Source: an optimization exercise on an open RTL-to-GDS flow (aim: small area, a short achievable clock period and few clock cycles). Production flows keep margins and buffers that such runs may drop. Function was checked by simulation only, so behaviour that the tests miss may differ from the original. Power figures rest on the tool's default switching activity, not on a simulated workload.

==> flow/design.v <==
module cands_codec (
    input  wire         clk,
    input  wire         rst,
    input  wire         cmd_valid,
    output wire         cmd_ready,
    input  wire [63:0]  cmd_word,
    input  wire [15:0]  cmd_ib_len,
    input  wire         ib_valid,
    output wire         ib_ready,
    input  wire [7:0]   ib_data,
    output wire         frm_valid,
    input  wire         frm_ready,
    output wire [28:0]  frm_xid,
    output wire [6:0]   frm_len,
    output wire [511:0] frm_data,
    output wire         frm_rx,
    output wire [2:0]   frm_prio,
    output wire [1:0]   frm_kind,
    output wire [15:0]  frm_port,
    output wire [7:0]   frm_src,
    output wire [7:0]   frm_dst,
    output wire [4:0]   frm_tid,
    output wire         frm_start,
    output wire         frm_end,
    output wire         frm_toggle,
    output wire [1:0]   frm_type,
    output wire [3:0]   frm_dlc,
    output reg          rsp_valid,
    output wire [7:0]   status,
    output wire [63:0]  res
);
    localparam [7:0] OP_CRC_UPDATE    = 8'h01, OP_CRC_COMPUTE  = 8'h02,
                     OP_DLC_TO_LEN    = 8'h10, OP_LEN_TO_DLC   = 8'h11,
                     OP_ROUND_UP_LEN  = 8'h12,
                     OP_MAKE_MSG_ID   = 8'h20, OP_MAKE_SVC_ID  = 8'h21,
                     OP_MAKE_CAN_ID   = 8'h22, OP_UNPACK_ID    = 8'h23,
                     OP_MAKE_TAIL     = 8'h30, OP_DECODE_TAIL  = 8'h31,
                     OP_CREATE_PACKET = 8'h40, OP_SEND_MESSAGE = 8'h41,
                     OP_SEND_REQUEST  = 8'h42, OP_SEND_RESPONSE= 8'h43,
                     OP_PARSE_BUFFER  = 8'h50,
                     OP_INIT          = 8'h70, OP_SET_NODE_ID  = 8'h71,
                     OP_READ_STATE    = 8'h72;
    localparam [2:0] E_OK = 3'd0, E_INVALID_ARGUMENT = 3'd1,
                     E_INVALID_FRAME_SIZE = 3'd2, E_INVALID_FRAME_LENGTH = 3'd3,
                     E_INVALID_CAN_ID = 3'd4,
                     E_INVALID_STATE = 3'd5, E_LENGTH_MISMATCH = 3'd6,
                     E_ILLEGAL_COMMAND = 3'd7;
    localparam [2:0] PRIO_NOMINAL = 3'd4;
    function [15:0] crc_update;
        input [15:0] s;
        input [7:0]  b;
        integer k;
        reg [15:0] t;
        begin
            t = s ^ {b, 8'h00};
            for (k = 0; k < 8; k = k + 1)
                t = t[15] ? ({t[14:0], 1'b0} ^ 16'h1021) : {t[14:0], 1'b0};
            crc_update = t;
        end
    endfunction
    function [6:0] dlc_to_len;
        input [3:0] d;
        begin
            case (d)
                4'd9:    dlc_to_len = 7'd12;
                4'd10:   dlc_to_len = 7'd16;
                4'd11:   dlc_to_len = 7'd20;
                4'd12:   dlc_to_len = 7'd24;
                4'd13:   dlc_to_len = 7'd32;
                4'd14:   dlc_to_len = 7'd48;
                4'd15:   dlc_to_len = 7'd64;
                default: dlc_to_len = {3'd0, d};
            endcase
        end
    endfunction
    function [3:0] len_to_dlc;
        input [6:0] n;
        begin
            if (n <= 7'd8)       len_to_dlc = n[3:0];
            else if (n <= 7'd12) len_to_dlc = 4'd9;
            else if (n <= 7'd16) len_to_dlc = 4'd10;
            else if (n <= 7'd20) len_to_dlc = 4'd11;
            else if (n <= 7'd24) len_to_dlc = 4'd12;
            else if (n <= 7'd32) len_to_dlc = 4'd13;
            else if (n <= 7'd48) len_to_dlc = 4'd14;
            else                 len_to_dlc = 4'd15;
        end
    endfunction
    function [6:0] round_up_len;
        input [6:0] n;
        begin
            round_up_len = dlc_to_len(len_to_dlc(n));
        end
    endfunction
    function [5:0] cap_of;
        input [5:0] r;
        begin
            if (r <= 6'd7)       cap_of = r;
            else if (r <= 6'd11) cap_of = 6'd11;
            else if (r <= 6'd15) cap_of = 6'd15;
            else if (r <= 6'd19) cap_of = 6'd19;
            else if (r <= 6'd23) cap_of = 6'd23;
            else if (r <= 6'd31) cap_of = 6'd31;
            else if (r <= 6'd47) cap_of = 6'd47;
            else                 cap_of = 6'd63;
        end
    endfunction
    function legal_mtu;
        input [15:0] m;
        begin
            case (m)
                16'd8, 16'd12, 16'd16, 16'd20,
                16'd24, 16'd32, 16'd48, 16'd64: legal_mtu = 1'b1;
                default:                        legal_mtu = 1'b0;
            endcase
        end
    endfunction
    function [36:0] unpack_id;
        input [28:0] x;
        begin
            unpack_id = 37'd0;
            unpack_id[34:32] = x[28:26];
            if (!x[25]) begin
                unpack_id[36:35] = 2'd0;
                unpack_id[15:0]  = {2'd0, x[21:8]};
                unpack_id[23:16] = x[24] ? 8'hFF : {1'b0, x[6:0]};
                unpack_id[31:24] = 8'hFF;
            end else begin
                unpack_id[36:35] = x[24] ? 2'd1 : 2'd2;
                unpack_id[15:0]  = {7'd0, x[22:14]};
                unpack_id[23:16] = {1'b0, x[6:0]};
                unpack_id[31:24] = {1'b0, x[13:7]};
            end
        end
    endfunction
    function [1:0] frame_type;
        input start, fin;
        begin
            case ({start, fin})
                2'b11:   frame_type = 2'd0;    
                2'b10:   frame_type = 2'd1;    
                2'b01:   frame_type = 2'd2;    
                default: frame_type = 2'd3;    
            endcase
        end
    endfunction
    reg [7:0]   node_id;
    reg [5:0]   pmtu;        
    reg [7:0]   tid;
    reg [2:0]   status_r;
    reg [60:0]  res_r;
    reg [47:0]  cw;          
    reg         cw_lz;       
    reg         cw_lm;       
    reg         cw_full;     
    reg         cw_x1;       
    reg         cmd_ready_r;
    reg         ib_ready_r;
    reg         s_fill, s_tail, s_emit, s_parse, s_drain, s_resp;
    reg [15:0]  pay_left;    
    reg [15:0]  crc;         
    reg [2:0]   err;
    reg [5:0]   idx;         
    reg [6:0]   flen;        
    reg [3:0]   pad_left;    
    reg [1:0]   crc_left;    
    reg         last, first, toggle;
    reg [13:0]  cnt;         
    reg [28:0]  xid;
    reg [7:0]   rx_tail;     
    reg [3:0]   rx_dlc;
    reg         frx;
    reg [3:0]   rb;          
    reg [6:0]   mod_r;       
    reg [11:0]  mod_n;
    reg [3:0]   mod_cnt;
    reg [511:0] fbuf;
    wire acc  = cmd_valid & cmd_ready_r;
    wire fire = ib_valid & ib_ready_r;
    wire idle = ~(s_fill | s_tail | s_emit | s_parse | s_drain | s_resp);
    wire X    = idle & cw_full;         
    wire taken = s_emit & frm_ready;
    assign cmd_ready = cmd_ready_r;
    assign ib_ready  = ib_ready_r;
    assign frm_valid = s_emit;
    wire [7:0]  opc   = cw[7:0];
    wire [7:0]  f_a   = cw[15:8];
    wire [7:0]  f_b   = cw[23:16];
    wire [15:0] f_p   = cw[39:24];
    wire [2:0]  f_pri = cw[42:40];
    wire [1:0]  f_kind= cw[44:43];
    wire [2:0]  f_f   = cw[47:45];
    reg        op_known;
    reg [47:0] op_mask;
    always @(*) begin
        op_known = 1'b1;
        case (opc)
            OP_CRC_UPDATE:    op_mask = 48'hFF0000FF00FF;
            OP_CRC_COMPUTE:   op_mask = 48'hFF0000FFFFFF;
            OP_DLC_TO_LEN:    op_mask = 48'hFFFFFFFF00FF;
            OP_LEN_TO_DLC:    op_mask = 48'hFF0000FFFFFF;
            OP_ROUND_UP_LEN:  op_mask = 48'hFF0000FFFFFF;
            OP_MAKE_MSG_ID:   op_mask = 48'hFF0000FF00FF;
            OP_MAKE_SVC_ID:   op_mask = 48'hDF00000000FF;
            OP_MAKE_CAN_ID:   op_mask = 48'hE000000000FF;
            OP_UNPACK_ID:     op_mask = 48'hFF00000000FF;
            OP_MAKE_TAIL:     op_mask = 48'h1FFFFFFF00FF;
            OP_DECODE_TAIL:   op_mask = 48'hFFFFFFFF00FF;
            OP_CREATE_PACKET: op_mask = 48'hE000000000FF;
            OP_SEND_MESSAGE:  op_mask = 48'hFF0000FFFFFF;
            OP_SEND_REQUEST:  op_mask = 48'hFF000000FFFF;
            OP_SEND_RESPONSE: op_mask = 48'hFF000000FFFF;
            OP_PARSE_BUFFER:  op_mask = 48'hFFFFFFFFFFFF;
            OP_INIT:          op_mask = 48'hFF0000FF00FF;
            OP_SET_NODE_ID:   op_mask = 48'hFFFFFFFF00FF;
            OP_READ_STATE:    op_mask = 48'hFFFFFFFFFFFF;
            default: begin
                op_known = 1'b0;
                op_mask  = 48'hFFFFFFFFFFFF;
            end
        endcase
    end
    wire is_crcc   = (opc == OP_CRC_COMPUTE);
    wire is_cp     = (opc == OP_CREATE_PACKET);
    wire is_tx     = (opc[7:2] == 6'b010000);           
    wire is_send   = is_tx && (opc[1:0] != 2'd0);
    wire is_parse  = (opc == OP_PARSE_BUFFER);
    wire uses_kind = (opc == OP_MAKE_CAN_ID) || is_cp;
    wire illegal   = !op_known || ((cw & op_mask) != {40'd0, opc}) ||
                     (!cw_lz && !is_crcc) || (uses_kind && f_kind == 2'd3);
    reg [2:0]  id_prio;
    reg [1:0]  id_kind;
    reg [7:0]  id_remote;
    reg [7:0]  id_local;
    always @(*) begin
        id_prio   = f_pri;
        id_kind   = f_kind;
        id_remote = f_b;
        id_local  = node_id;
        case (opc)
            OP_MAKE_CAN_ID:   id_local = f_a;
            OP_SEND_MESSAGE:  begin id_prio = PRIO_NOMINAL; id_kind = 2'd0; id_remote = 8'hFF; end
            OP_SEND_REQUEST:  begin id_prio = PRIO_NOMINAL; id_kind = 2'd1; end
            OP_SEND_RESPONSE: begin id_prio = PRIO_NOMINAL; id_kind = 2'd2; end
            default: ;
        endcase
    end
    wire        hi0    = (pay_left[15:6] == 10'd0);
    wire        n_le_p = hi0 && (pay_left[5:0] <= pmtu);    
    wire id_is_msg = (id_kind == 2'd0) && id_remote[7] && (f_p[15:13] == 3'd0);
    wire id_is_svc = id_kind[1] != id_kind[0] && !id_remote[7] && (f_p[15:9] == 7'd0);
    reg [28:0] id_val;
    reg [2:0]  id_err;
    always @(*) begin
        if (id_is_svc)
            id_val = {id_prio, 1'b1, id_kind == 2'd1, 1'b0, f_p[8:0], id_remote[6:0], id_local[6:0]};
        else if (!id_local[7])
            id_val = {id_prio, 2'b00, 3'b000, f_p[12:0], 1'b0, id_local[6:0]};
        else
            id_val = {id_prio, 2'b01, 3'b000, f_p[12:0], 1'b0, crc[6:0]};
        if (id_is_msg) begin
            if (!id_local[7])
                id_err = (id_prio == 3'd0 && f_p[12:0] == 13'd0 && id_local[6:0] == 7'd0) ?
                         E_INVALID_CAN_ID : E_OK;
            else
                id_err = n_le_p ? E_OK : E_INVALID_ARGUMENT;
        end else if (id_is_svc)
            id_err = id_local[7] ? E_INVALID_ARGUMENT : E_OK;
        else
            id_err = E_INVALID_ARGUMENT;
    end
    reg [2:0] start_err;
    always @(*) begin
        start_err = E_OK;
        if (illegal)
            start_err = E_ILLEGAL_COMMAND;
        else begin
            case (opc)
                OP_CRC_COMPUTE:  if (!cw_lm) start_err = E_LENGTH_MISMATCH;
                OP_DLC_TO_LEN:   if (f_a[7:4] != 4'd0) start_err = E_INVALID_FRAME_SIZE;
                OP_LEN_TO_DLC,
                OP_ROUND_UP_LEN: if (f_p > 16'd64) start_err = E_INVALID_FRAME_SIZE;
                OP_MAKE_MSG_ID:  if (f_a[7] || f_p[15:13] != 3'd0) start_err = E_INVALID_ARGUMENT;
                OP_MAKE_SVC_ID:  if (f_a[7] || f_b[7] || f_p[15:9] != 7'd0)
                                     start_err = E_INVALID_ARGUMENT;
                OP_MAKE_CAN_ID:  start_err = id_err;
                OP_MAKE_TAIL:    if (f_f[2] && !f_f[0]) start_err = E_INVALID_STATE;
                OP_CREATE_PACKET, OP_SEND_MESSAGE,
                OP_SEND_REQUEST, OP_SEND_RESPONSE:
                                 if (id_err != E_OK) start_err = E_INVALID_CAN_ID;
                OP_INIT:         if (!legal_mtu(f_p)) start_err = E_INVALID_FRAME_SIZE;
                default: ;
            endcase
        end
    end
    wire [6:0]  mtu7 = {1'b0, pmtu} + 7'd1;
    reg  [60:0] ok_res;
    always @(*) begin
        ok_res = 61'd0;
        case (opc)
            OP_CRC_UPDATE,
            OP_CRC_COMPUTE:  ok_res[15:0] = crc;
            OP_DLC_TO_LEN:   ok_res[6:0]  = dlc_to_len(f_a[3:0]);
            OP_LEN_TO_DLC:   ok_res[3:0]  = len_to_dlc(f_p[6:0]);
            OP_ROUND_UP_LEN: ok_res[6:0]  = round_up_len(f_p[6:0]);
            OP_MAKE_MSG_ID:  ok_res[28:0] = {8'd0, f_p[12:0], 1'b0, f_a[6:0]};
            OP_MAKE_SVC_ID:  ok_res[28:0] = {3'd0, 1'b1, f_f[0], 1'b0, f_p[8:0],
                                             f_b[6:0], f_a[6:0]};
            OP_MAKE_CAN_ID:  ok_res[28:0] = id_val;
            OP_UNPACK_ID:    ok_res[36:0] = unpack_id(cw[36:8]);
            OP_MAKE_TAIL:    ok_res[7:0]  = {f_f[2], f_f[1], f_f[0], f_a[4:0]};
            OP_DECODE_TAIL:  ok_res[9:0]  = {frame_type(f_a[7], f_a[6]), f_a};
            OP_READ_STATE:   ok_res[23:0] = {tid, 1'b0, mtu7, node_id};
            default: ;
        endcase
    end
    wire [6:0] r_next    = {1'b0, pay_left[5:0]} + {5'd0, crc_left};
    wire       plan_last = X ? n_le_p : (hi0 && r_next <= {1'b0, pmtu});
    wire [5:0] plan_r    = X ? pay_left[5:0] : r_next[5:0];
    wire [5:0] plan_cap  = plan_last ? cap_of(plan_r) : pmtu;
    wire [5:0] plan_pad  = plan_cap - plan_r;
    wire [1:0] cl_cur  = X ? (n_le_p ? 2'd0 : 2'd2) : crc_left;
    wire [5:0] cap_cur = X ? plan_cap : (flen[5:0] - 6'd1);
    wire       f_pay   = (pay_left != 16'd0);
    wire       f_pad   = !f_pay && (pad_left != 4'd0);
    wire       f_crc   = !f_pay && !f_pad;
    wire       f_adv   = f_pay ? fire : 1'b1;
    wire       f_done  = f_adv && ((idx + 6'd1 == cap_cur) ||
                                   (cl_cur == 2'd0 && pay_left == 16'd1));
    wire [6:0] rec_size = {1'b0, pmtu} + 7'd9;
    wire [7:0] mod_2r   = {mod_r, mod_n[11]};
    wire       mod_fail = (mod_cnt == 4'd0) && (mod_r != 7'd0);
    wire [6:0] rx_ld    = dlc_to_len(rx_dlc);
    wire [6:0] rx_ldm1  = rx_ld - 7'd1;
    wire       ld_bad   = (rx_dlc == 4'd0) || (rx_ldm1 > {1'b0, pmtu});
    wire       p_hdr    = !rb[3];
    wire [7:0] in_opc  = cmd_word[7:0];
    wire       in_tx   = (in_opc[7:2] == 6'b010000);
    wire       in_x1   = (cmd_ib_len == 16'd0) && !in_tx && (in_opc != OP_CRC_UPDATE);
    wire       in_crcp = (in_opc == OP_CRC_UPDATE) || (in_opc == OP_CRC_COMPUTE);
    reg        s_fill_n, s_tail_n, s_emit_n, s_parse_n, s_drain_n, s_resp_n;
    reg [15:0] pay_left_n;
    reg [5:0]  idx_n;
    reg        crc_we;
    reg [7:0]  crc_din;
    reg        wen;
    reg [7:0]  wdata;
    reg        resp_x, resp_e;
    reg        last_n;
    reg        to_drain;
    always @(*) begin
        s_fill_n  = s_fill;
        s_tail_n  = s_tail;
        s_emit_n  = s_emit;
        s_parse_n = s_parse;
        s_drain_n = s_drain;
        s_resp_n  = 1'b0;
        pay_left_n = pay_left - {15'd0, fire};
        idx_n     = idx;
        crc_we    = 1'b0;
        crc_din   = ib_data;
        wen       = 1'b0;
        wdata     = ib_data;
        resp_x    = 1'b0;
        resp_e    = 1'b0;
        last_n    = last;
        to_drain  = 1'b0;
        if (X) begin
            if (cw_x1) begin
                resp_x = 1'b1;
            end else if (is_tx && start_err == E_OK) begin
                wen    = fire;
                crc_we = fire;
                last_n = n_le_p;
                if (pay_left == 16'd0 || f_done) begin
                    s_tail_n = 1'b1;
                    idx_n    = plan_cap;
                end else begin
                    s_fill_n = 1'b1;
                    idx_n    = {5'd0, fire};
                end
            end else if (is_parse && start_err == E_OK) begin
                s_parse_n = 1'b1;
            end else begin
                to_drain = 1'b1;
                if (opc == OP_CRC_UPDATE) begin
                    crc_we  = 1'b1;
                    crc_din = f_a;
                end else
                    crc_we  = fire;
                if (is_tx)
                    wen = fire;        
            end
        end
        if (s_fill) begin
            crc_we  = f_pay ? fire : f_pad;
            crc_din = f_pay ? ib_data : 8'h00;
            wen     = f_pay ? fire : f_crc;
            wdata   = f_pay ? ib_data : (crc_left[1] ? crc[15:8] : crc[7:0]);
            if (f_done) begin
                s_fill_n = 1'b0;
                s_tail_n = 1'b1;
                idx_n    = cap_cur;
            end else
                idx_n    = idx + {5'd0, f_adv};
        end
        if (s_tail) begin
            wen      = 1'b1;
            wdata    = {first, last, toggle, rx_tail[4:0]};
            s_tail_n = 1'b0;
            s_emit_n = 1'b1;
        end
        if (s_emit && frm_ready) begin
            s_emit_n = 1'b0;
            idx_n    = 6'd0;
            if (last)
                resp_e = 1'b1;
            else if (frx)
                s_parse_n = 1'b1;
            else begin
                s_fill_n = 1'b1;
                last_n   = plan_last;
            end
        end
        if (s_parse) begin
            if (mod_fail || (rb == 4'd7 && ld_bad)) begin
                s_parse_n = 1'b0;
                to_drain  = 1'b1;
            end else if (fire && !p_hdr) begin
                wen   = (idx < flen[5:0]) && !flen[6];
                idx_n = idx + 6'd1;
                if (idx == pmtu) begin
                    s_parse_n = 1'b0;
                    s_emit_n  = 1'b1;
                    last_n    = (pay_left_n == 16'd0);
                end
            end
        end
        if (s_drain) begin
            crc_we = fire && (opc != OP_CRC_UPDATE);
            if (pay_left_n == 16'd0) begin
                s_drain_n = 1'b0;
                s_resp_n  = 1'b1;
            end
        end
        if (s_resp)
            idx_n = 6'd0;
        if (to_drain) begin
            if (pay_left_n == 16'd0) s_resp_n  = 1'b1;
            else                     s_drain_n = 1'b1;
        end
        if (acc)
            pay_left_n = cmd_ib_len;
    end
    wire resp_r  = s_resp;
    wire resp_xr = resp_x | resp_r;
    wire [2:0] resp_err = resp_x ? start_err : err;
    wire idle_n  = ~(s_fill_n | s_tail_n | s_emit_n | s_parse_n | s_drain_n | s_resp_n);
    wire cw_full_n = acc | (cw_full & ~X);
    wire x1_n    = acc ? in_x1 : cw_x1;
    wire pl_nz_n = (pay_left_n != 16'd0);
    wire [13:0] cnt_inc = cnt + 14'd1;
    wire [15:0] crc_upd = crc_update(crc, crc_din);
    wire       clr = rst | taken | s_drain | s_resp;
    wire [7:0] wd  = wdata & {8{~clr}};
    genvar gi;
    generate
        for (gi = 0; gi < 64; gi = gi + 1) begin : g_buf
            wire en = clr | (wen & (idx == gi));
            always @(posedge clk)
                if (en) fbuf[gi*8 +: 8] <= wd;
        end
    endgenerate
    always @(posedge clk) begin
        if (rst) begin
            s_fill <= 1'b0; s_tail <= 1'b0; s_emit <= 1'b0;
            s_parse <= 1'b0; s_drain <= 1'b0; s_resp <= 1'b0;
            cw_full     <= 1'b0;
            cmd_ready_r <= 1'b1;
            ib_ready_r  <= 1'b0;
            rsp_valid   <= 1'b0;
            status_r    <= 3'd0;
            res_r       <= 61'd0;
            node_id     <= 8'hFF;
            pmtu        <= 6'd7;
            tid         <= 8'd0;
            idx         <= 6'd0;
        end else begin
            s_fill  <= s_fill_n;
            s_tail  <= s_tail_n;
            s_emit  <= s_emit_n;
            s_parse <= s_parse_n;
            s_drain <= s_drain_n;
            s_resp  <= s_resp_n;
            cw_full <= cw_full_n;
            idx     <= idx_n;
            cmd_ready_r <= (idle_n & (~cw_full_n | x1_n)) | s_resp_n |
                           (s_emit_n & last_n & ~cw_full_n);
            ib_ready_r  <= pl_nz_n & (s_fill_n | s_parse_n | s_drain_n |
                                      (idle_n & cw_full_n));
            rsp_valid <= resp_xr | resp_e;
            if (resp_e) begin
                status_r <= E_OK;
                res_r    <= frx ? {45'd0, 2'b00, cnt_inc}
                                : {xid, 16'd0, 2'b00, cnt_inc};
            end else if (resp_xr) begin
                status_r <= resp_err;
                res_r    <= (resp_err == E_OK) ? ok_res : 61'd0;
                if (resp_err == E_OK) begin
                    if (opc == OP_INIT) begin
                        node_id <= f_a;
                        pmtu    <= f_p[5:0] - 6'd1;
                        tid     <= 8'd0;
                    end
                    if (opc == OP_SET_NODE_ID)
                        node_id <= f_a;
                end
            end
            if (X && is_send && start_err == E_OK)
                tid <= tid + 8'd1;
        end
        if (acc) begin
            cw     <= cmd_word[47:0];
            cw_lz  <= (cmd_word[63:48] == 16'd0);
            cw_lm  <= (cmd_word[63:48] == cmd_ib_len);
            cw_x1  <= in_x1;
        end
        pay_left <= pay_left_n;
        if (acc)
            crc <= in_crcp ? cmd_word[39:24] : 16'hFFFF;
        else if (crc_we)
            crc <= crc_upd;
        if (X) begin
            err    <= start_err;
            frx    <= is_parse;
            cnt    <= 14'd0;
            first  <= 1'b1;
            toggle <= 1'b1;
            rb     <= {3'd0, fire};
            if (is_tx) begin
                xid          <= id_val;
                rx_tail[4:0] <= is_cp ? f_a[4:0] : tid[4:0];
                flen         <= {1'b0, plan_cap} + 7'd1;
                crc_left     <= n_le_p ? 2'd0 : 2'd2;
                pad_left     <= 4'd0;
            end
            if (is_parse && fire)
                xid[7:0] <= ib_data;
        end
        last <= last_n;
        if (s_fill) begin
            if (f_pad) pad_left <= pad_left - 4'd1;
            if (f_crc) crc_left <= crc_left - 2'd1;
        end
        if (s_tail && xid[25:24] == 2'b01)
            xid[6:0] <= crc[6:0];
        if (taken) begin
            cnt    <= cnt_inc;
            first  <= 1'b0;
            toggle <= ~toggle;
            rb     <= 4'd0;
            if (!frx) begin
                flen     <= {1'b0, plan_cap} + 7'd1;
                pad_left <= plan_last ? plan_pad[3:0] : 4'd0;
            end
        end
        if (s_parse) begin
            if (rb == 4'd7)
                flen <= rx_ldm1;
            if (mod_fail || (rb == 4'd7 && ld_bad))
                err <= E_INVALID_FRAME_LENGTH;
            if (fire) begin
                if (p_hdr) begin
                    rb <= rb + 4'd1;
                    case (rb[2:0])
                        3'd0: xid[7:0]   <= ib_data;
                        3'd1: xid[15:8]  <= ib_data;
                        3'd2: xid[23:16] <= ib_data;
                        3'd3: xid[28:24] <= ib_data[4:0];
                        3'd6: rx_dlc     <= ib_data[3:0];
                        default: ;
                    endcase
                end else if (idx == flen[5:0] && !flen[6])
                    rx_tail <= ib_data;
            end
        end
        if (acc) begin
            mod_r   <= {3'd0, cmd_ib_len[15:12]};
            mod_n   <= cmd_ib_len[11:0];
            mod_cnt <= 4'd12;
        end else if (mod_cnt != 4'd0) begin
            mod_r   <= (mod_2r >= {1'b0, rec_size}) ? (mod_2r[6:0] - rec_size) : mod_2r[6:0];
            mod_n   <= {mod_n[10:0], 1'b0};
            mod_cnt <= mod_cnt - 4'd1;
        end
    end
    wire [36:0] rx_id = unpack_id(xid);
    assign status     = {5'd0, status_r};
    assign res        = {3'd0, res_r};
    assign frm_xid    = xid;
    assign frm_len    = flen;
    assign frm_data   = fbuf;
    assign frm_rx     = frx;
    assign frm_prio   = rx_id[34:32];
    assign frm_kind   = rx_id[36:35];
    assign frm_port   = rx_id[15:0];
    assign frm_src    = rx_id[23:16];
    assign frm_dst    = rx_id[31:24];
    assign frm_tid    = rx_tail[4:0];
    assign frm_start  = rx_tail[7];
    assign frm_end    = rx_tail[6];
    assign frm_toggle = rx_tail[5];
    assign frm_type   = frame_type(rx_tail[7], rx_tail[6]);
    assign frm_dlc    = rx_dlc;
endmodule
==> flow/run.sh <==
#!/bin/bash
# synth_recipe.tcl (not shown) runs the flow's synth.tcl, then flattens the netlist and writes it again
# the make line also repeats each setting of config.mk as NAME=value (left out here)
make -C /OpenROAD-flow-scripts/flow DESIGN_CONFIG=/design/flow/config.mk WORK_HOME=/design/flow/orfs CLKGATE_MAP_FILE= SYNTH_SCRIPT=/design/flow/synth_recipe.tcl finish
==> flow/config.mk <==
export PLATFORM = sky130hd
export DESIGN_NAME = cands_codec
export DESIGN_NICKNAME = cands_codec
export VERILOG_FILES = /design/flow/design.v
export SDC_FILE = /design/flow/constraint.sdc
export NUM_CORES = 4
export LEC_CHECK = 0
export CAP_MARGIN = 20
export CORE_MARGIN = 2
export CORE_UTILIZATION = 40
export SETUP_SLACK_MARGIN = 5
export SLEW_MARGIN = 20
==> flow/constraint.sdc <==
create_clock -name core_clock -period 10.0 [get_ports {clk}]
set_input_delay 2.0000 -clock core_clock [delete_from_list [all_inputs] [get_ports {clk}]]
set_output_delay 2.0000 -clock core_clock [all_outputs]
set_load 0.01 [all_outputs]
==> results list, run 1 <==
- The run finished with no timing, DRC or antenna violations.
- Setup total negative slack on the finished layout was measured at 0 ns.
- Startpoint type of the worst setup path: input port
* Maximum clock frequency: slightly above 200 MHz
* Data arrival time of the critical path: 5.36 ns
- Count of flip-flops with a built-in enable after synthesis: 617
- After detailed routing, the average wire length per cell comes to between 30 and 40 µm.
- Max-slew violation count: 0
- Setup repair after global routing left no endpoint under its margin.
* Reg clk slew, reported paths: approximately 0.06 ns
- The path with the worst hold slack has its endpoint at res_r[25].
- Global-route wire length before repair: 203 mm
- Maximum number of pins on one net before global-route repair: 78
* Hold Crit Start: res_r[25]
* Post-Synth Simple-Gate Area: 0.127
* Antenna diode count: 0
- The most used flip-flop cell after synthesis is sky130_fd_sc_hd__edfxtp_1.
- IR analysis of the VDD net gives a maximum drop of roughly 0.14 mV.
- Of the total synthesized cell area, the portion taken by full adders, half adders and majority gates is 0.0244.
* # fillers: approximately 7,000
- Average cell area after synthesis: 12.0 µm²
- Total power: 8.98 mW
* DRC viols: 0
- Register-to-register setup slack: 5.22 ns
- The critical path is of the input port to register type.
* Required time of the critical path: 10.53 ns
* Largest family of logic cells by synthesized area: simple AND/OR/NAND/NOR gates
* CTS tree: yes
- Worst r2r path cells: 12
* Worst slack after detailed placement: 3.73 ns
- STA classifies the critical path endpoint as a register.
- Antenna violations before repair: 4
- Port Buf Inserts: 758
- The multi-input combinational cells in the finished layout cover a total of 0.0116 mm².
- After detailed routing, the number of vias per cell comes to 5.75.
- Xor/xnor cell area share of the yosys netlist: 0.0326
- Portion of netlist area occupied by mux cells: 0.0170
- After detailed routing, the total wire length is 145 mm.
- The region available for standard cell placement spans 0.0850 mm².
- Worst clock skew: 0.0424 ns
* Pwr/cell area: 193 mW/mm²
- Post-detailed-placement cell area: 0.0429 mm²
* H-Tree Level Count: 3
- Along the worst hold path, the cell count comes to 2.
- Buffers inserted during clock tree synthesis total 85.
* Proportion of synthesized flip-flops having asynchronous set or reset: 0
- In this run the critical register-to-register path is captured at res_r[7].
- Total count of hold-check failures in the final report: 0
- Total congestion overflow: 0
- The die covers 0.0881 mm².
- Detailed placement finished with a half-perimeter wire length of 107 mm.
- For this run, the number of Yosys warnings is 1.
* Post-layout worst setup margin: 5.17 ns
* Distinct cell type count of the synthesized netlist: 88
- Of all nets on the critical path, the largest fanout is 9.
- After floorplanning, the core was divided into 107 placement rows.
* Post-synthesis cell area: 0.0343 mm²
* Via count: 27,700
- Clock root cell: sky130_fd_sc_hd__clkbuf_16
- Chip Width: between 200 and 300 µm
- Number of maximum-capacitance violations: 0
* Post-synthesis cell count: 2,869
- Latest clock arrival within the worst-skew pair: 0.66 ns
* Worst slew pin tran: about 1.1 ns
* Number of buffers inserted for hold repair after clock tree synthesis: 0
- During I/O placement, the number of pins put on the boundary was between 700 and 800.
- Total Nets Final: 3,753
* Chip Height: about 300 µm
- Number of clock sinks seen by CTS: 799
- Share of synthesized area occupied by flip-flops and latches: 0.647
- The area fraction in compound gates after synthesis came to 0.122.
- The congestion estimate from routability-driven global placement came to about 0.99.
- Share of final-layout standard cells stronger than drive strength 1: 0.0889
- The tightest min-delay check is of the register to register type.
* Final antenna-violating net count: 0
- The first routing iteration left 2,870 violations.
* Overall fraction of global-route tracks in use: 0.316
- In this run, synthesis produced a sequential element count of 799.
- Area added between synthesis and finish: 35.3%
- For this configuration, the core starts out at a cell density of 0.403.
- Final hold analysis gives a worst-case slack of around 0.46 ns.
- Number of setup violations in the final report: 0
- Register cell area after layout: 0.0222 mm²
- Post-Layout Inst Area: 0.0464 mm²
* DR pass1 iterations: 7
* Shortest clock period the worst path allows after layout: ~4.8 ns
- Final clock period utilization by the worst path: 0.483
* Max clock buf depth: 3
- Startpoint of the most critical register-to-register path: cw[4]
- In this run the static leakage power is 16.5 nW.
- In this run the tightest slew margin relative to its limit is 0.271.
* Via count of the first global-routing pass: 26,400
[routing by layer]
| layer | up-vias | wire length (µm) | track usage |
|---|---|---|---|
| met4 | 8 | 6550 | 0.118 |
| met3 | 279 | 10700 | 0.0599 |
| met2 | 1430 | 70300 | 0.531 |
| li1 | 12200 | - | - |
| met1 | 13800 | 57200 | 0.405 |
| met5 | - | 53 | 0 |
[layout make-up]
class,instances,area share
well taps,1144,0.0309
inverters,77,0.00626
clock inverters,43,0.0109
flip-flops and latches,799,0.478
repair buffers,811,0.173
clock buffers,116,0.0501
multi-input cells,1821,0.251
[how the worst max path moves through the flow]
stage                         start         end  slack, ns  cells after the start
after floorplan                 rst     fbuf[0]       4.89                      6
after global placement     ib_valid   fbuf[345]       3.88                      9
after detailed placement      cw[4]      tid[1]       3.73                     15
after CTS                  ib_valid   fbuf[399]       4.99                      9
after global routing      cmd_valid  ib_ready_r       5.01                     12
final                      ib_valid  ib_ready_r       5.17                     13
[per-stage QoR]
step | std cells | util
floorplan | 2878 | -
global placement | 4633 | 0.505
detailed placement | 4633 | 0.505
CTS | 4799 | 0.542
global route | 4811 | 0.546
finish | 4811 | 0.546
[cell usage after synthesis, types with 51 or more instances]
cell type                  instances  area share
sky130_fd_sc_hd__a21oi_1         170       0.025
sky130_fd_sc_hd__a22oi_1          51       0.011
sky130_fd_sc_hd__clkbuf_1        127       0.014
sky130_fd_sc_hd__dfxtp_1         182        0.11
sky130_fd_sc_hd__edfxtp_1        617        0.54
sky130_fd_sc_hd__ha_1             62       0.023
sky130_fd_sc_hd__inv_1            76      0.0083
sky130_fd_sc_hd__nand2_1         255       0.028
sky130_fd_sc_hd__nand3_1          64      0.0093
sky130_fd_sc_hd__nor2_1          278       0.030
sky130_fd_sc_hd__nor3_1           70       0.010
sky130_fd_sc_hd__o21ai_0         105       0.015
sky130_fd_sc_hd__o21ai_1          70       0.010
sky130_fd_sc_hd__xnor2_1          81       0.021
[worst max-delay path: stages]
cell and delay (ns):
sky130_fd_sc_hd__clkdlybuf4s50_1 0.40, sky130_fd_sc_hd__nand2_1 0.32, sky130_fd_sc_hd__clkinv_2 0.26, sky130_fd_sc_hd__ha_1 0.29
sky130_fd_sc_hd__ha_2 0.25, sky130_fd_sc_hd__nand3_1 0.11, sky130_fd_sc_hd__xnor2_1 0.12, sky130_fd_sc_hd__o21ai_0 0.11
sky130_fd_sc_hd__or4_1 0.54, sky130_fd_sc_hd__or4_1 0.43, sky130_fd_sc_hd__nor4_1 0.21, sky130_fd_sc_hd__a31oi_1 0.16
sky130_fd_sc_hd__o21a_1 0.14
[cells by family after synthesis]
family	Yosys count
compound gates	656
buf+inv	259
flops	799
xor+xnor	126
mux	56
other cells	1
fa+ha+maj	65
simple gates	907
[repair_timing]
| item | in CTS | in global routing |
|---|---|---|
| setup buffers | 7 | 11 |
| gates resized for setup | 78 | 36 |
| pin swaps | 2 | 6 |
| hold endpoints to repair | 0 | 0 |
| gates cloned | 0 | 1 |
| setup endpoints to repair | 1067 | 876 |
[power breakdown]
part,switching (mW),leakage [nW],internal (mW)
registers,0.272,7.81,3.96
clock network,1.35,1.36,1.83
logic,0.862,7.34,0.705
[sequential cells by signal, indices dropped and copies added (netlist names), 8 cells and up]
signal	cells
node_id	8
pay_left	16
fbuf	512
mod_n	12
res_r	61
rx_tail	8
crc	16
cw	48
tid	8
cnt	14
xid	29
[cells in the final DEF, fill, tap and decap left out, drive strengths merged, types with 27 or more instances in the layout]
master / synthesis / layout
nor3: 74 / 74
edfxtp: 617 / 617
nor2b: 28 / 28
nand4: 27 / 27
clkbuf: 127 / 116
ha: 62 / 62
nand3: 65 / 65
nor2: 279 / 279
nand2: 255 / 255
inv: 76 / 77
o21ai: 175 / 175
a211oi: 48 / 48
mux2i: 41 / 41
a31oi: 36 / 36
clkinv: 1 / 32
dfxtp: 182 / 182
a22oi: 51 / 51
o22ai: 29 / 29
xnor2: 83 / 83
clkdlybuf4s50: 0 / 757
buf: 55 / 54
nor4: 39 / 39
xor2: 43 / 43
a21oi: 170 / 170
Testbench counts, summed over its fixed seeds: cycles 45,744.
==> run 2, diff against run 1 <==
--- a/flow/config.mk
+++ b/flow/config.mk
@@ -7,2 +7,3 @@
 export LEC_CHECK = 0
+export ABC_CLOCK_PERIOD_IN_PS = 3500
 export CAP_MARGIN = 20
==> run 2 against run 1 <==
Net effect:
- area after synthesis is the same
- hold slack unchanged
- die area is the same
- fmax stayed put
- critical path depth unchanged
- global-route usage unchanged
- combinational power barely moved
- clock power hardly changed
- register-to-register slack hardly changed
- clock skew stayed put
- first-iteration DRC count unchanged
- clock-buffer cell count stayed put
- critical path type unchanged
==> results list, run 2 <==
* # fillers: 7,174 (unchanged)
- Starting density of the core: 0.403 (unchanged)
- Ports: 769 (unchanged)
- Post-placement cell count: 4,633 (unchanged)
- The mean instance size in the synthesized netlist is 12.0 µm² (unchanged).
- The switching part of the total was 0.276 (unchanged).
- Top cells by area in the synthesized netlist: sky130_fd_sc_hd__edfxtp_1, sky130_fd_sc_hd__dfxtp_1, sky130_fd_sc_hd__nor2_1 (unchanged).
- The final weighted congestion of routability-driven global placement was 0.993 (unchanged).
- Synth cell count leaders: sky130_fd_sc_hd__edfxtp_1, sky130_fd_sc_hd__nor2_1, sky130_fd_sc_hd__nand2_1 (unchanged).
- The synthesis-to-finish area growth was 35.3% (unchanged).
- The power share of the sequential group came to 0.472 (about the same).
- The path depth of the worst reg2reg path came to 12 (unchanged).
- Maximum fanout encountered on the critical timing path: 9 (unchanged)
* Maximum clock frequency: 207 MHz (unchanged)
* Unrepaired setup endpoints after global routing: no (unchanged)
- Crit path capture type: register (unchanged)
- Synthesis Warnings: 1 (unchanged)
* Proportion of synthesized flip-flops having asynchronous set or reset: 0 (unchanged)
* Worst Hold Path Cells: 2 (unchanged)
- Number of maximum-capacitance violations: 0 (unchanged)
* DR pass1 iterations: 7 (unchanged)
- Outcome: complete, no violations (unchanged)
* Clock root cell: sky130_fd_sc_hd__clkbuf_16 (unchanged)
- The terminus of the critical flop-to-flop path is res_r[7] (unchanged).
- Share of synthesized area occupied by flip-flops and latches: 0.647 (unchanged)
- Share of the synthesized area in the top cell type: 0.540 (unchanged)
- Startpoint-to-endpoint class of the critical path: input port to register (unchanged)
- The final critical path time including I/O delays and setup is 4.83 ns (unchanged).
- Normalized max-slew margin: 0.271 (unchanged)
- Pwr/cell area: 193 mW/mm² (unchanged)
- Hold Crit Start: res_r[25] (unchanged)
- Top-count cell post-synth: sky130_fd_sc_hd__edfxtp_1 (unchanged)
- DRT iter0 DRCs: 2,870 (unchanged)
- Number of clock sinks seen by CTS: 799 (unchanged)
- The DRC violations left came to 0 (unchanged).
- Most flop-heavy register: fbuf (unchanged)
* Post-synthesis cell area: 0.0343 mm² (unchanged)
- The worst-case register-to-register setup slack is 5.22 ns (about the same).
- Reg clk slew, reported paths: 0.06 ns (about the same)
- Overall fraction of global-route tracks in use: 0.316 (unchanged)
* Post-synthesis cell count: 2,869 (unchanged)
- Commonest non-fill, non-tap cells in the layout: sky130_fd_sc_hd__clkdlybuf4s50_1, sky130_fd_sc_hd__edfxtp_1, sky130_fd_sc_hd__nor2_1 (unchanged)
- Data arrival time of the critical path: 5.36 ns (about the same)
- The TritonCTS clock tree is yes (unchanged).
- Port Buf Inserts: 758 (unchanged)
- Power spent charging and discharging nets: 2.48 mW (unchanged)
- Share of final-layout standard cells stronger than drive strength 1: 0.0889 (unchanged)
* Worst slew pin tran: 1.09 ns (unchanged)
- The relative contribution of the clock network to total power was 0.354 (about the same).
- The HPWL reported at the end of detailed placement came to 107 mm (unchanged).
- Area of the core region: 0.0850 mm² (unchanged)
- The H-tree level count came to 3 (unchanged).
- The standard-cell row count was 107 (unchanged).
* Average via count per standard cell: 5.75 (unchanged)
* Number of buffers inserted during clock tree synthesis: 85 (unchanged)
- The startpoint class of the critical path is an input port (unchanged).
- Final clock period utilization by the worst path: 0.483 (unchanged)
* Number of buffers inserted for hold repair after clock tree synthesis: 0 (unchanged)
- Maximum VDD drop: 0.137 mV (unchanged)
- Worst clock skew: 0.0424 ns (unchanged)
* Power share of the combinational group: 0.175 (about the same)
* Cell leakage power: 16.5 nW (unchanged)
- The dominant register cell in the synthesized netlist is sky130_fd_sc_hd__edfxtp_1 (unchanged).
- Via count of the first global-routing pass: 26,400 (unchanged)
- The final wirelength is 145 mm (unchanged).
- Largest registers ranked by flip-flop count: fbuf (512), res_r (61), cw (48) (unchanged).
- The most common library cell in the layout ignoring fill and taps was sky130_fd_sc_hd__clkdlybuf4s50_1 (unchanged).
- Number of setup violations in the final report: 0 (unchanged)
* Required time of the critical path: 10.53 ns (about the same)
- Final Instance Count excl. Fillers: 4,811 (unchanged)
- The detail-routed net length per standard cell was 30.1 µm (unchanged).
- The count of vias placed by the detailed router was 27,700 (unchanged).
- The flip-flop count of the largest register, all copies and words added was 512 (unchanged).
- The residual antenna-violating net count after detailed routing was 0 (unchanged).
* Max clock buf depth: 3 (unchanged)
- Cell type contributing the most total cell area after synthesis: sky130_fd_sc_hd__edfxtp_1 (unchanged)
- Global-route wire length before repair: 203 mm (unchanged)
- Internal power: 6.50 mW (unchanged)
- Count of flip-flops with a built-in enable after synthesis: 617 (unchanged)
* Total count of hold-check failures in the final report: 0 (unchanged)
- Distinct cell type count of the synthesized netlist: 88 (unchanged)
- Antenna diode count: 0 (unchanged)
- The number of nets in the final layout came to 3,753 (unchanged).
- The die span in y came to 297 µm (unchanged).
* Max-slew violation count: 0 (unchanged)
- The initial antenna violation count came to 4 (unchanged).
* Worst hold path endpoint: res_r[25] (unchanged)
- The insertion delay of the later-clocked pin in the worst-skew pair came to 0.66 ns (about the same).
- Die area: 0.0881 mm² (unchanged)
- Post-synthesis register bit count: 799 (unchanged)
- Final-layout setup total negative slack: 0 ns (unchanged)
* Worst min-delay path class: register to register (unchanged)
- Total congestion overflow: 0 (unchanged)
* Startpoint of the most critical register-to-register path: cw[4] (unchanged)
- Final standard cell utilization of the core: 0.546 (unchanged)
- Maximum number of pins on one net before global-route repair: 78 (unchanged)
- The width of the die came to 297 µm (unchanged).
[run 2: cell counts in the layout (fill, tap and decap cells not counted)]
No cell type changed its count.
[run 2: how the worst max path moves through the flow]
stage	start	endpoint	slack [ns]
2_1_floorplan	rst	fbuf[0]	4.89
3_3_place_gp	ib_valid	fbuf[345]	3.88
3_5_place_dp	cw[4]	tid[1]	3.73
4_1_cts	ib_valid	fbuf[399]	4.99
5_1_grt	cmd_valid	ib_ready_r	5.01
6_report	ib_valid	ib_ready_r	5.17
[run 2: final cells by class]
type / count / area [µm²] / share of cell area
clock inverters: 43 / 507 / 0.0109
clock buffers: 116 / 2320 / 0.0501
flip-flops and latches: 799 / 22200 / 0.478
inverters: 77 / 290 / 0.00626
multi-input cells: 1821 / 11600 / 0.251
repair buffers: 811 / 8020 / 0.173
well taps: 1144 / 1430 / 0.0309
[run 2: power groups by stage]
stage / Clock, mW / Combinational [mW] / Sequential, mW
final: 3.18 / 1.57 / 4.23
after global routing: 3.36 / 1.66 / 4.26
after floorplan: 0 / 0.625 / 4.28
after global placement: 0 / 1.51 / 4.29
after detailed placement: 0 / 1.53 / 4.30
after CTS: 3.22 / 1.55 / 4.23
[run 2: through the flow]
step	power [mW]	instance area, µm²	setup slack (ns)	hold slack [ns]
2_1_floorplan	4.90	34300	4.89	0.441
3_3_place_gp	5.81	42900	3.88	0.451
3_5_place_dp	5.83	42900	3.73	0.449
4_1_cts	9.01	46100	4.99	0.457
5_1_grt	9.27	46400	5.01	0.493
6_report	8.98	46400	5.17	0.461
[run 2: cell families after synthesis]
logic type | share of synthesized area
other | 0.000109
muxes | 0.0170
AOI/OAI and AO/OA | 0.122
DFF | 0.647
xor gates and xnor gates | 0.0326
and+or+nand+nor | 0.127
adders and majority gates | 0.0244
buffers and inverters | 0.0311
[run 2: timing repair]
item	4_1_cts	5_1_grt
setup buffers	7	11
gates resized for setup	78	36
pin swaps	2	6
gates cloned	0	1
endpoints found under the setup margin	1067	876
endpoints found under the hold margin	0	0
[run 2: metal layers]
layer / track usage / part of all wire / up-vias
li1: - / - / 12200
met1: 0.405 / 0.40 / 13800
met2: 0.531 / 0.49 / 1430
met3: 0.0599 / 0.074 / 279
met4: 0.118 / 0.045 / 8
met5: 0 / 0.00037 / -
[run 2: worst max-delay path: stages]
cell and delay [ns]:
sky130_fd_sc_hd__clkdlybuf4s50_1 0.40, sky130_fd_sc_hd__nand2_1 0.32, sky130_fd_sc_hd__clkinv_2 0.26, sky130_fd_sc_hd__ha_1 0.29, sky130_fd_sc_hd__ha_2 0.25, sky130_fd_sc_hd__nand3_1 0.11, sky130_fd_sc_hd__xnor2_1 0.12, sky130_fd_sc_hd__o21ai_0 0.11
sky130_fd_sc_hd__or4_1 0.54, sky130_fd_sc_hd__or4_1 0.43, sky130_fd_sc_hd__nor4_1 0.21, sky130_fd_sc_hd__a31oi_1 0.16, sky130_fd_sc_hd__o21a_1 0.14
==> run 3, diff against run 2 <==
--- a/flow/config.mk
+++ b/flow/config.mk
@@ -7,3 +7,2 @@
 export LEC_CHECK = 0
-export ABC_CLOCK_PERIOD_IN_PS = 3500
 export CAP_MARGIN = 20
@@ -11,3 +10,2 @@
 export CORE_UTILIZATION = 40
-export SETUP_SLACK_MARGIN = 5
 export SLEW_MARGIN = 20
==> run 3 against run 2 <==
Net effect:
- utilization decreased by 0.75 points
- die area stayed put
- area after synthesis unchanged
- sequential share of layout area up 0.66 points
- sequential cell count did not move
- setup slack lost 1.5 ns
- hold slack better by 0.017 ns
- clock-buffer cell count shrank 5
- clock power shrank 2%
- non-clock buffer count down 11
- global-route usage shrank 0.42 points
- first-iteration DRC count up 10%
==> results list, run 3 <==
- Maximum number of pins on one net before global-route repair: 65 (was 78)
- The standard-cell row count is 107 (unchanged).
* Ports: 769 (unchanged)
- The clock-pin slew reported for the worst setup and hold paths after clock tree synthesis is 0.06 ns (about the same).
- The number of filler instances in the final layout was 7,218 (was 7,174).
- Most flop-heavy register: fbuf (unchanged)
* Number of gates resized after cts: 0 (was 78)
* Crit path capture type: register (unchanged)
* Final-layout setup total negative slack: 0 ns (unchanged)
- The global-route usage over all layers was 0.312 (was 0.316).
- The dominant register cell in the synthesized netlist is sky130_fd_sc_hd__edfxtp_1 (unchanged).
* Startpoint type of the worst setup path: register (was input port)
- The worst max-slew margin expressed relative to the limit was 0.201 (was 0.271).
* Chip Height: 297 µm (unchanged)
* Final antenna-violating net count: 0 (unchanged)
- The number of buffers added for setup after CTS came to 0 (was 7).
* Outcome: complete, no violations (unchanged)
- Maximum VDD drop: 0.150 mV (was 0.137 mV)
* Global-route wire length before repair: 200 mm (was 203 mm)
* Top cells by area in the synthesized netlist: sky130_fd_sc_hd__edfxtp_1, sky130_fd_sc_hd__dfxtp_1, sky130_fd_sc_hd__nor2_1 (unchanged)
- Synth cell count leaders: sky130_fd_sc_hd__edfxtp_1, sky130_fd_sc_hd__nor2_1, sky130_fd_sc_hd__nand2_1 (unchanged).
- Synthesis Warnings: 1 (unchanged)
- Distinct cell type count of the synthesized netlist: 88 (unchanged)
- Worst min-delay path class: register to register (unchanged)
- DR pass1 iterations: 6 (was 7)
- DRT iter0 DRCs: 3,160 (was 2,870)
- The fmax was 157 MHz (was 207 MHz).
- Most frequent standard cell in the layout excluding fill and tap cells: sky130_fd_sc_hd__clkdlybuf4s50_1 (unchanged)
- The worst endpoint required time was 10.56 ns (was 10.53 ns).
* Total congestion overflow: 0 (unchanged)
- Worst slack after detailed placement: 3.61 ns (was 3.73 ns)
* Number of buffers inserted during clock tree synthesis: 85 (unchanged)
* Post-detailed-placement cell area: 0.0430 mm² (was 0.0429 mm²)
- The critical path class is register to register (was input port to register).
- The flip-flop count of the largest register, all copies and words added was 512 (unchanged).
- The number of global-route vias before repair is 26,400 (about the same).
* Overall routed net length: 141 mm (was 145 mm)
- The insertion delay of the later-clocked pin in the worst-skew pair came to 0.66 ns (about the same).
- The synthesis-to-finish area growth came to 33.4% (was 35.3%).
- The H-tree level count was 3 (unchanged).
* CTS tree: yes (unchanged)
- Commonest non-fill, non-tap cells in the layout: sky130_fd_sc_hd__clkdlybuf4s50_1, sky130_fd_sc_hd__edfxtp_1, sky130_fd_sc_hd__nor2_1 (unchanged).
* Share of final-layout standard cells stronger than drive strength 1: 0.0652 (was 0.0889)
- The initial cell density of the core came to 0.403 (unchanged).
* Post-Layout Inst Area: 0.0458 mm² (was 0.0464 mm²)
- Largest registers ranked by flip-flop count: fbuf (512), res_r (61), cw (48) (unchanged).
- Clock root cell: sky130_fd_sc_hd__clkbuf_16 (unchanged)
- The arrival time at the worst endpoint is 6.92 ns (was 5.36 ns).
* Top-count cell post-synth: sky130_fd_sc_hd__edfxtp_1 (unchanged)
- The number of synthesized flops with an enable pin is 617 (unchanged).
- Chip Width: 297 µm (unchanged)
- The netlist area before placement came to 0.0343 mm² (unchanged).
- The number of max-cap violations is 0 (unchanged).
- The number of buffers added to fix hold violations after cts is 0 (unchanged).
* Pwr/cell area: 195 mW/mm² (was 193 mW/mm²)
- The number of hold-slack violations in the final timing report is 0 (unchanged).
- Final HPWL DP: 105 mm (was 107 mm)
- Via count: 27,700 (about the same)
- Cell leakage power: 16.3 nW (was 16.5 nW)
- Routability congestion estimate from global placement: 0.981 (was 0.993)
- The final critical-path share of the clock period came to 0.635 (was 0.483).
- Port Buf Inserts: 758 (unchanged)
- The cell with the largest stage delay on the worst path is sky130_fd_sc_hd__nor3_1 (was sky130_fd_sc_hd__or4_1).
- Max clock buf depth: 3 (unchanged)
- DRC viols: 0 (unchanged)
* Cell-by-cell trace of the critical path: or4b_2 -> nor3_1 -> a21oi_1 -> a21oi_1 -> ha_1 -> nor4b_2 -> nor3_1 -> a2111oi_2 -> nand3_1 -> o31ai_1 -> o211a_1 -> and3_1 -> nor2_1 -> a211oi_1 (was clkdlybuf4s50_1 -> nand2_1 -> clkinv_2 -> ha_1 -> ha_2 -> nand3_1 -> xnor2_1 -> o21ai_0 -> or4_1 -> or4_1 -> nor4_1 -> a31oi_1 -> o21a_1)
- The maximum fanout count along the critical path came to 22 (was 9).
- The area fraction of the dominant cell type after synthesis came to 0.540 (unchanged).
- The final setup violation count is 0 (unchanged).
- Antenna violations before repair: 4 (unchanged)
- Average via count per standard cell: 5.77 (was 5.75)
- The final critical-path setup slack came to 3.65 ns (was 5.17 ns).
* Shortest clock period the worst path allows after layout: 6.35 ns (was 4.83 ns)
* Worst slew pin tran: 1.19 ns (was 1.09 ns)
* Average cell area after synthesis: 12.0 µm² (unchanged)
- The number of flip-flops and latches in the synthesized netlist was 799 (unchanged).
- The placeable core region is 0.0850 mm² (unchanged).
- The number of nets in the final layout was 3,741 (was 3,753).
* Post-synthesis cell count: 2,869 (unchanged)
- Number of clock sinks seen by CTS: 799 (unchanged)
* Final routed wire length divided by cell count: 29.4 µm (was 30.1 µm)
- The most area-hungry cell type in the Yosys netlist is sky130_fd_sc_hd__edfxtp_1 (unchanged).
- Max-slew violation count: 0 (unchanged)
- Share of synthesized area occupied by flip-flops and latches: 0.647 (unchanged)
- The maximum clock skew at final layout was 0.0397 ns (was 0.0424 ns).
- The die footprint came to 0.0881 mm² (unchanged).
* Proportion of synthesized flip-flops having asynchronous set or reset: 0 (unchanged)
- Stage delay of the slowest cell on the critical path: 0.89 ns (was 0.54 ns)
- Unrepaired setup endpoints after global routing: no (unchanged).
-- run 3: per-stage QoR --
stage	total power, mW	hold slack, ns	util	instances
detailed placement	5.85	0.469	0.505	4640
finish	8.91	0.478	0.538	4798
floorplan	4.90	0.441	-	2878
CTS	8.95	0.483	0.538	4795
global route	9.21	0.505	0.538	4796
global placement	5.83	0.459	0.505	4640
-- run 3: worst paths after layout --
path,startpoint,endpoint,slack (ns),cells after the start
min reg2reg,first,first,0.48,2
max reg2reg,cw[4],pmtu[5],3.65,14
min,first,first,0.48,2
max,cw[4],pmtu[5],3.65,14
-- run 3: layout make-up --
| class | instances | area (µm²) | share of cell area |
|---|---|---|---|
| sequential | 799 | 22200 | 0.485 |
| multi-input combinational | 1820 | 11200 | 0.244 |
| timing repair buffer | 800 | 7900 | 0.173 |
| clock buffer | 111 | 2300 | 0.0502 |
| tap | 1144 | 1430 | 0.0313 |
| clock inverter | 44 | 479 | 0.0105 |
| inverter | 77 | 289 | 0.00632 |
| antenna | 3 | 7.51 | 0.000164 |
-- run 3: power by group --
group	internal (mW)	total, mW	leakage, nW	switching, mW
clock network	1.77	3.12	1.34	1.35
registers	3.96	4.21	7.81	0.251
logic	0.699	1.58	7.13	0.880
total	6.43	8.91	16.3	2.48
-- run 3: critical path: cells and delay by family (launching register included) --
family                   cells  cell delay (ns)
AND/OR/NAND/NOR              7             3.17
adder cells (fa/ha/maj)      1             0.28
flip-flops                   1             0.69
AO/OA/AOI/OAI                6             2.10
-- run 3: cells by family after synthesis --
family / after synthesis / share of synthesized area
buffers and inverters: 259 / 0.0311
multiplexers: 56 / 0.0170
AO/OA/AOI/OAI: 656 / 0.122
AND/OR/NAND/NOR: 907 / 0.127
other: 1 / 0.000109
adder cells (fa/ha/maj): 65 / 0.0244
flip-flops: 799 / 0.647
XOR/XNOR: 126 / 0.0326
-- run 3: metal layers --
| metal | vias up | routed length [µm] | global-route usage |
|---|---|---|---|
| met5 | - | 13 | 0 |
| met4 | 2 | 5130 | 0.105 |
| met3 | 232 | 11300 | 0.0660 |
| met2 | 1538 | 68900 | 0.523 |
| met1 | 13800 | 55800 | 0.400 |
| li1 | 12100 | - | - |

[re-timing with driven ports]
No port has a modelled driver above. Below, the same layouts with a new extraction and two added sets of constraints. Step 1 sets driving cells, clkbuf_16 on the clock port and buf_2 on the other inputs (assumed; they add their load-dependent delay and slew). Step 2 also shifts input and output timing later by t, the mid clock arrival at the registers, as if the neighbouring blocks saw the same clock. Three values: ideal, step 1, step 2; two values: the first two.
| run | t (ns) | setup WS [ns] | worst setup path after step 2 | clock arrival spread, ns | pins driven straight from the clock port |
|---|---|---|---|---|---|
| run 1 | 0.714 | 5.171 / 5.217 / 4.503 | input to register | 0.042 / 0.042 | 1 |
| run 2 | 0.714 | 5.171 / 5.217 / 4.503 | input to register | 0.042 / 0.042 | 1 |
| run 3 | 0.719 | 3.647 / 3.647 / 3.545 | input to register | 0.041 / 0.040 | 1 |
After both steps every run listed still meets setup and hold.
